Source: an optimization exercise on an open RTL-to-GDS flow (aim: a short achievable clock period and few clock cycles per item). Production flows keep margins and buffers that such runs may drop.
Function was checked by simulation only, so behaviour that the tests miss may differ from the original.
The flow treats the clock pin as an ideal source. Dropping or thinning the clock tree relies on that and would not hold on a real chip.
Power figures rest on the tool's default switching activity, not on a simulated workload.

==> run a <==
Design gbr_engine, start of the top module:
module gbr_engine (
    input  wire        clk,
    input  wire        rst,
    input  wire        start,
    input  wire [23:0] resume_lin,    
    input  wire [8:0]  resume_bank,   
    output reg         busy,
    output reg         done,
    output reg  [2:0]  err_code,
    output reg  [1:0]  err_ctx,
    output reg  [2:0]  variant,
    output reg         out_valid,
    output reg  [7:0]  out_data,
    output reg  [8:0]  out_bank,
    output reg  [15:0] addr,
    output reg         rd_n,
    output reg         wr_n,
    output reg         cs_n,
    output wire        rst_n,
    output reg         xfer_req,
    output reg  [23:0] xfer_tx,
    input  wire        xfer_ack,
    input  wire        xfer_fail,
    input  wire [7:0]  xfer_rdata
);
Settings: LEC_CHECK=0, ABC_CLOCK_PERIOD_IN_PS=2000, CAP_MARGIN=20, CORE_MARGIN=2, CORE_UTILIZATION=60, PLACE_DENSITY=0.7, SLEW_MARGIN=20; clock period 10.0 ns.
standard.sh (not shown) runs the stock make flow with config.mk's settings and CLKGATE_MAP_FILE= SYNTH_SCRIPT=/design/flow/synth_recipe.tcl, a recipe that flattens the netlist after the stock synthesis.
==> flow/flow/run.sh <==
#!/bin/bash
# The standard layout (standard.sh, unchanged synthesis and SDC) with:
#  - port buffers of a fixed strong type (buf_4) instead of the default pick;
#  - repair_timing aiming further below the clock period (setup margin 7.6 ns);
#  - the CTS tree replaced after CTS by a shallow balanced tree
#    (flow/clock_tree.tcl, run as ORFS's POST_CTS_TCL hook).
# Each make/openroad run logs to standard_flow.log in this folder; ORFS's
# per-step logs stay under orfs/logs.
set -euo pipefail
here=$(pwd)
bash standard.sh \
  SETUP_SLACK_MARGIN=7.6 \
  "BUFFER_PORTS_ARGS=-buffer_cell sky130_fd_sc_hd__buf_4" \
  "POST_CTS_TCL=$here/flow/clock_tree.tcl" \
  finish > standard_flow.log 2>&1
==> flow/flow/clock_tree.tcl <==
# Replace TritonCTS's three-level clock tree with a shallow one: the flip-flops
# are split into clusters of nearby sinks, each driven by one clkbuf_16 placed
# at its centroid. With at most MAX_ROOT clusters the clock port drives the
# cluster buffers directly; otherwise a first level of clkbuf_16s (at most
# MAX_ROOT of them) drives them. Every register gets its clock through
# buffers, the tree is balanced by construction (one buffer type per level,
# clusters of equal size), and the port drives at most MAX_ROOT cell pins.

set max_sinks  [expr {[info exists ::env(CLK_LEAF_SINKS)] ? $::env(CLK_LEAF_SINKS) : 32}]
set max_root   4
set buf_master_name sky130_fd_sc_hd__clkbuf_16

set db    [ord::get_db]
set block [ord::get_db_block]
set buf_master [$db findMaster $buf_master_name]

# clock port net
set clk_port_net [[$block findBTerm clk] getNet]

# 1. remove the CTS tree: every instance driven (transitively) from the clock
#    port that is not a flip-flop
proc is_reg {inst} {
  return [[$inst getMaster] isSequential]
}

set sinks {}
set tree_insts {}
set tree_nets {}
set todo [list $clk_port_net]
while {[llength $todo] > 0} {
  set net [lindex $todo 0]
  set todo [lrange $todo 1 end]
  foreach it [$net getITerms] {
    if {[$it getIoType] ne "INPUT"} { continue }
    set inst [$it getInst]
    if {[is_reg $inst]} {
      lappend sinks $it
    } else {
      lappend tree_insts $inst
      foreach ot [$inst getITerms] {
        if {[$ot getIoType] eq "OUTPUT" && [$ot getNet] ne "NULL"} {
          set onet [$ot getNet]
          lappend tree_nets $onet
          lappend todo $onet
        }
      }
    }
  }
}
puts "clock_tree: [llength $sinks] register clock pins, removing [llength $tree_insts] tree cells"

foreach it $sinks { $it disconnect }
foreach inst $tree_insts { odb::dbInst_destroy $inst }
foreach net [lsort -unique $tree_nets] {
  if {$net ne $clk_port_net} { odb::dbNet_destroy $net }
}

# sink locations (clock pin = instance centre is close enough)
set pts {}
foreach it $sinks {
  set box [[$it getInst] getBBox]
  lappend pts [list [expr {([$box xMin] + [$box xMax]) / 2.0}] [expr {([$box yMin] + [$box yMax]) / 2.0}]]
}
set n [llength $sinks]

# 2. balanced clustering: recursive bisection along the longer side, so
#    every cluster has nearly the same number of sinks
proc bisect {idxs pts max} {
  if {[llength $idxs] <= $max} { return [list $idxs] }
  set xs {}; set ys {}
  foreach i $idxs { lappend xs [lindex $pts $i 0]; lappend ys [lindex $pts $i 1] }
  set xs [lsort -real $xs]; set ys [lsort -real $ys]
  set dx [expr {[lindex $xs end] - [lindex $xs 0]}]
  set dy [expr {[lindex $ys end] - [lindex $ys 0]}]
  set axis [expr {$dx >= $dy ? 0 : 1}]
  set k [expr {int(ceil([llength $idxs] / double($max)))}]
  set k1 [expr {$k / 2}]
  set n1 [expr {int(round([llength $idxs] * double($k1) / $k))}]
  set sorted [lsort -command [list cmp_axis $pts $axis] $idxs]
  return [concat [bisect [lrange $sorted 0 [expr {$n1 - 1}]] $pts $max] \
                 [bisect [lrange $sorted $n1 end] $pts $max]]
}
proc cmp_axis {pts axis a b} {
  set va [lindex $pts $a $axis]; set vb [lindex $pts $b $axis]
  if {$va < $vb} { return -1 } elseif {$va > $vb} { return 1 } else { return 0 }
}
set all {}
for {set i 0} {$i < $n} {incr i} { lappend all $i }
set clusters [bisect $all $pts $max_sinks]
puts "clock_tree: [llength $clusters] clusters of [lmap c $clusters {llength $c}] sinks"

proc centroid {idxs pts} {
  set sx 0.0; set sy 0.0
  foreach i $idxs { set sx [expr {$sx + [lindex $pts $i 0]}]; set sy [expr {$sy + [lindex $pts $i 1]}] }
  return [list [expr {int($sx / [llength $idxs])}] [expr {int($sy / [llength $idxs])}]]
}

# 3. leaf buffers
set leaves {}
set leaf_pts {}
set li 0
foreach c $clusters {
  set name "clkbuf_leaf_${li}_clk"
  set inst [odb::dbInst_create $block $buf_master $name]
  set net  [odb::dbNet_create $block "clknet_leaf_${li}_clk"]
  $net setSigType CLOCK
  set xy [centroid $c $pts]
  $inst setLocation [lindex $xy 0] [lindex $xy 1]
  $inst setPlacementStatus PLACED
  [$inst findITerm X] connect $net
  foreach i $c { [lindex $sinks $i] connect $net }
  lappend leaves $inst
  lappend leaf_pts $xy
  incr li
}

# 4. root level when the port would drive too many cells
if {[llength $leaves] <= $max_root} {
  foreach inst $leaves { [$inst findITerm A] connect $clk_port_net }
} else {
  set lidx {}
  for {set i 0} {$i < [llength $leaves]} {incr i} { lappend lidx $i }
  set per [expr {int(ceil([llength $leaves] / double($max_root)))}]
  set groups [bisect $lidx $leaf_pts $per]
  set ri 0
  foreach g $groups {
    set inst [odb::dbInst_create $block $buf_master "clkbuf_root_${ri}_clk"]
    set net  [odb::dbNet_create $block "clknet_root_${ri}_clk"]
    $net setSigType CLOCK
    set xy [centroid $g $leaf_pts]
    $inst setLocation [lindex $xy 0] [lindex $xy 1]
    $inst setPlacementStatus PLACED
    [$inst findITerm A] connect $clk_port_net
    [$inst findITerm X] connect $net
    foreach i $g { [[lindex $leaves $i] findITerm A] connect $net }
    incr ri
  }
  puts "clock_tree: [llength $groups] root buffers"
}
$clk_port_net setSigType CLOCK

# 5. legalize the new cells
detailed_placement
check_placement -verbose
estimate_parasitics -placement
report_clock_latency
==> run b: changes against run a <==
--- a/flow/design.v
+++ b/flow/design.v
@@ -78,14 +78,17 @@
     wire x_wr    = s_x2 & (nx_w1 | nx_w2);
     wire pre_x   = s_r[10] | s_w[9] | s_d3;
     wire go_r0   = (s_i2w & fr_end) | (x_rd & dir_in) | (s_rdw & fr_end);
     wire go_w0   = (x_wr & ~dir_in) | (s_wdw & fr_end);
     wire go_i2w  = s_i1w & fr_end;
     wire go_rdw  = x_rd & ~dir_in;
     wire go_wdw  = x_wr & dir_in;
+    wire req_keep = s_i0 | go_i2w | go_rdw | go_wdw | s_r[6] | s_w[2] |
+                    ((s_i1w | s_i2w | s_rdw | s_wdw | s_r[7] | s_w[3]) & ~ackq);
+    wire rd_low   = go_r0 | (|s_r[6:0]) | (s_r[7] & ~ackq);
     wire k_i1    = s_i0 | (s_i1w & ~ackq);
     wire k_in    = go_i2w | s_i2w | go_rdw | s_rdw;
     wire k_rd    = s_r[6] | s_r[7];
     wire k_wr    = s_w[2] | s_w[3];
     reg  [2:0] dec_variant;
     always @(*) begin
         case (hdr_t)
@@ -110,19 +113,16 @@
     end
     always @(posedge clk) begin
         rstq <= rst;
         ackq <= xfer_ack;
         busy      <= ~rst & (busy ? ~finq : start);
         done      <= ~rst & ~rstq & finq;
         out_valid <= ~rst & ~rstq & s_r[10] & op_rd & ~failed;
-        xfer_req  <= ~rst & ~rstq &
-                     (s_i0 | go_i2w | go_rdw | go_wdw | s_r[6] | s_w[2] |
-                      ((s_i1w | s_i2w | s_rdw | s_wdw | s_r[7] | s_w[3]) &
-                       ~xfer_ack & ~ackq));
-        rd_n <= rst | rstq | ~(go_r0 | (|s_r[6:0]) | (s_r[7] & ~xfer_ack & ~ackq));
+        xfer_req  <= ~rst & ~rstq & ~xfer_ack & req_keep;
+        rd_n <= rst | rstq | ~rd_low | xfer_ack;
         cs_n <= rst | rstq | ~((|s_r[9:3]) | go_w0 | (|s_w[2:0]) |
                                (s_w[3] & ~fr_fail) | (|s_w[8:4]));
         wr_n <= rst | rstq | ~(s_w[3] & fr_end);
         s_i0 <= ~rst & ~busy & start;
         if (rstq) begin
             finq <= 1'b0;
             s_i1w <= 1'b0; s_i2w <= 1'b0;
==> flow/flow/run.sh (replaced) <==
#!/bin/bash
# The standard layout (standard.sh, unchanged synthesis and SDC) with:
#  - port buffers of a fixed strong type (buf_4) instead of the default pick;
#  - repair_timing aiming further below the clock period (setup margin 7.6 ns);
#  - the CTS tree replaced after CTS by a shallow balanced two-level tree
#    (flow/clock_tree.tcl, run as ORFS's POST_CTS_TCL hook).
# make's and the tools' output goes to standard_flow.log in this folder; ORFS's
# per-step logs stay under orfs/logs.
set -euo pipefail
here=$(pwd)
export CLK_CELL=sky130_fd_sc_hd__inv_16
export CLK_LEAF_SINKS=20
bash standard.sh \
  SETUP_SLACK_MARGIN=7.6 \
  "BUFFER_PORTS_ARGS=-buffer_cell sky130_fd_sc_hd__buf_4" \
  "POST_CTS_TCL=$here/flow/clock_tree.tcl" \
  finish > standard_flow.log 2>&1
--- a/flow/flow/clock_tree.tcl
+++ b/flow/flow/clock_tree.tcl
@@ -1,18 +1,23 @@
-# Replace TritonCTS's three-level clock tree with a shallow one: the flip-flops
-# are split into clusters of nearby sinks, each driven by one clkbuf_16 placed
-# at its centroid. With at most MAX_ROOT clusters the clock port drives the
-# cluster buffers directly; otherwise a first level of clkbuf_16s (at most
-# MAX_ROOT of them) drives them. Every register gets its clock through
-# buffers, the tree is balanced by construction (one buffer type per level,
-# clusters of equal size), and the port drives at most MAX_ROOT cell pins.
+# Replace TritonCTS's three-level clock tree with a shallow two-level one: the
+# flip-flops are split into clusters of nearby sinks (at most CLK_LEAF_SINKS
+# each), each driven by one cell placed at its centroid; a first level of at
+# most MAX_ROOT cells, driven by the clock port, drives the cluster cells. By
+# default both levels are inverters (inv_16), so every flip-flop sees the
+# clock's own polarity through two inverting stages. The tree is balanced by
+# construction (one cell type, clusters of equal size), and the port drives
+# at most MAX_ROOT cell pins.
 
-set max_sinks  [expr {[info exists ::env(CLK_LEAF_SINKS)] ? $::env(CLK_LEAF_SINKS) : 32}]
+set max_sinks  [expr {[info exists ::env(CLK_LEAF_SINKS)] ? $::env(CLK_LEAF_SINKS) : 20}]
 set max_root   4
-set buf_master_name sky130_fd_sc_hd__clkbuf_16
+# cell of both levels: a buffer, or an inverter (two levels of inverters
+# give the flip-flops the clock's own polarity)
+set buf_master_name [expr {[info exists ::env(CLK_CELL)] ? $::env(CLK_CELL) : "sky130_fd_sc_hd__inv_16"}]
+set inv [string match "*inv*" $buf_master_name]
+set out_pin [expr {$inv ? "Y" : "X"}]
 
 set db    [ord::get_db]
 set block [ord::get_db_block]
 set buf_master [$db findMaster $buf_master_name]
 
 # clock port net
 set clk_port_net [[$block findBTerm clk] getNet]
@@ -103,23 +108,23 @@
   set name "clkbuf_leaf_${li}_clk"
   set inst [odb::dbInst_create $block $buf_master $name]
   set net  [odb::dbNet_create $block "clknet_leaf_${li}_clk"]
   $net setSigType CLOCK
   set xy [centroid $c $pts]
   $inst setLocation [lindex $xy 0] [lindex $xy 1]
   $inst setPlacementStatus PLACED
-  [$inst findITerm X] connect $net
+  [$inst findITerm $out_pin] connect $net
   foreach i $c { [lindex $sinks $i] connect $net }
   lappend leaves $inst
   lappend leaf_pts $xy
   incr li
 }
 
 # 4. root level when the port would drive too many cells
-if {[llength $leaves] <= $max_root} {
+if {[llength $leaves] <= $max_root && !$inv} {
   foreach inst $leaves { [$inst findITerm A] connect $clk_port_net }
 } else {
   set lidx {}
   for {set i 0} {$i < [llength $leaves]} {incr i} { lappend lidx $i }
   set per [expr {int(ceil([llength $leaves] / double($max_root)))}]
   set groups [bisect $lidx $leaf_pts $per]
   set ri 0
@@ -127,15 +132,15 @@
     set inst [odb::dbInst_create $block $buf_master "clkbuf_root_${ri}_clk"]
     set net  [odb::dbNet_create $block "clknet_root_${ri}_clk"]
     $net setSigType CLOCK
     set xy [centroid $g $leaf_pts]
     $inst setLocation [lindex $xy 0] [lindex $xy 1]
     $inst setPlacementStatus PLACED
     [$inst findITerm A] connect $clk_port_net
-    [$inst findITerm X] connect $net
+    [$inst findITerm $out_pin] connect $net
     foreach i $g { [[lindex $leaves $i] findITerm A] connect $net }
     incr ri
   }
   puts "clock_tree: [llength $groups] root buffers"
 }
 $clk_port_net setSigType CLOCK
 
==> qor summary <==
	run b	run a
Outcome	complete, no violations	complete, no violations
Synthesis-to-layout area growth	15.97%	15.99%
Count of routing violations after the opening detailed-route iteration	350	408
Layout Skew	22.24 ps	14.10 ps
Met3 track demand over resource in global routing	4.407%	2.755%
Xor/xnor share of the synthesized area	2.358%	2.283%
Comb power frac	2.2%	2.1%
Comb group	38.3 uW	35.9 uW
Sequential area share after synthesis	67.28%	67.83%
Final Power	1.740 mW	1.695 mW
Adder-cell share of the synthesized area	1.348%	1.359%
Initial core utilization	61.30%	61.03%
Relative contribution of the clock network to total power	31.8%	30.1%
Non-Filler Cell Area, Final	0.01077 mm^2	0.01068 mm^2
Top-area cell type share of the netlist area	40.11%	40.43%
Met2 wirelength from detailed routing	8.341 mm	8.760 mm
Final std cells w/o fill	1066	1059
Post-layout nets	936	929
Internal power contribution	1.285 mW	1.378 mW
Mapped Avg Cell Area	11.81 um^2	11.70 um^2
Highest net fanout along the worst path	1	2
Testbench counts of run a, summed over its fixed seeds: cycles 19,663,400, bytes 1,310,720.
Testbench counts of run b, summed over its fixed seeds: cycles 19,663,400, bytes 1,310,720.
In every run of this note, the design's own scripts or RTL, not TritonCTS, make the clock network.

-- what the ideal ports hide --
How much do the figures lean on ideal ports? The routed layouts below were timed once more, with nothing changed but the port constraints. Step 1 sets driving cells, clkbuf_16 on the clock port and buf_2 on the other inputs (assumed; they add their load-dependent delay and slew). Step 2 times the ports against the registers' clock, not the clock port: input delays grow and output delays shrink by t, the midpoint of the rising clock arrivals with the driver on. a / b / c = ideal ports / drivers / drivers and shift; a / b = the first two.
run	shift t [ns]	setup WS [ns]	worst data-port slew with drivers (ns)
run a	0.394	7.227 / 7.143 / 7.256	0.04
run b	0.328	7.420 / 7.223 / 7.441	0.05
After both steps every run listed still meets setup and hold.
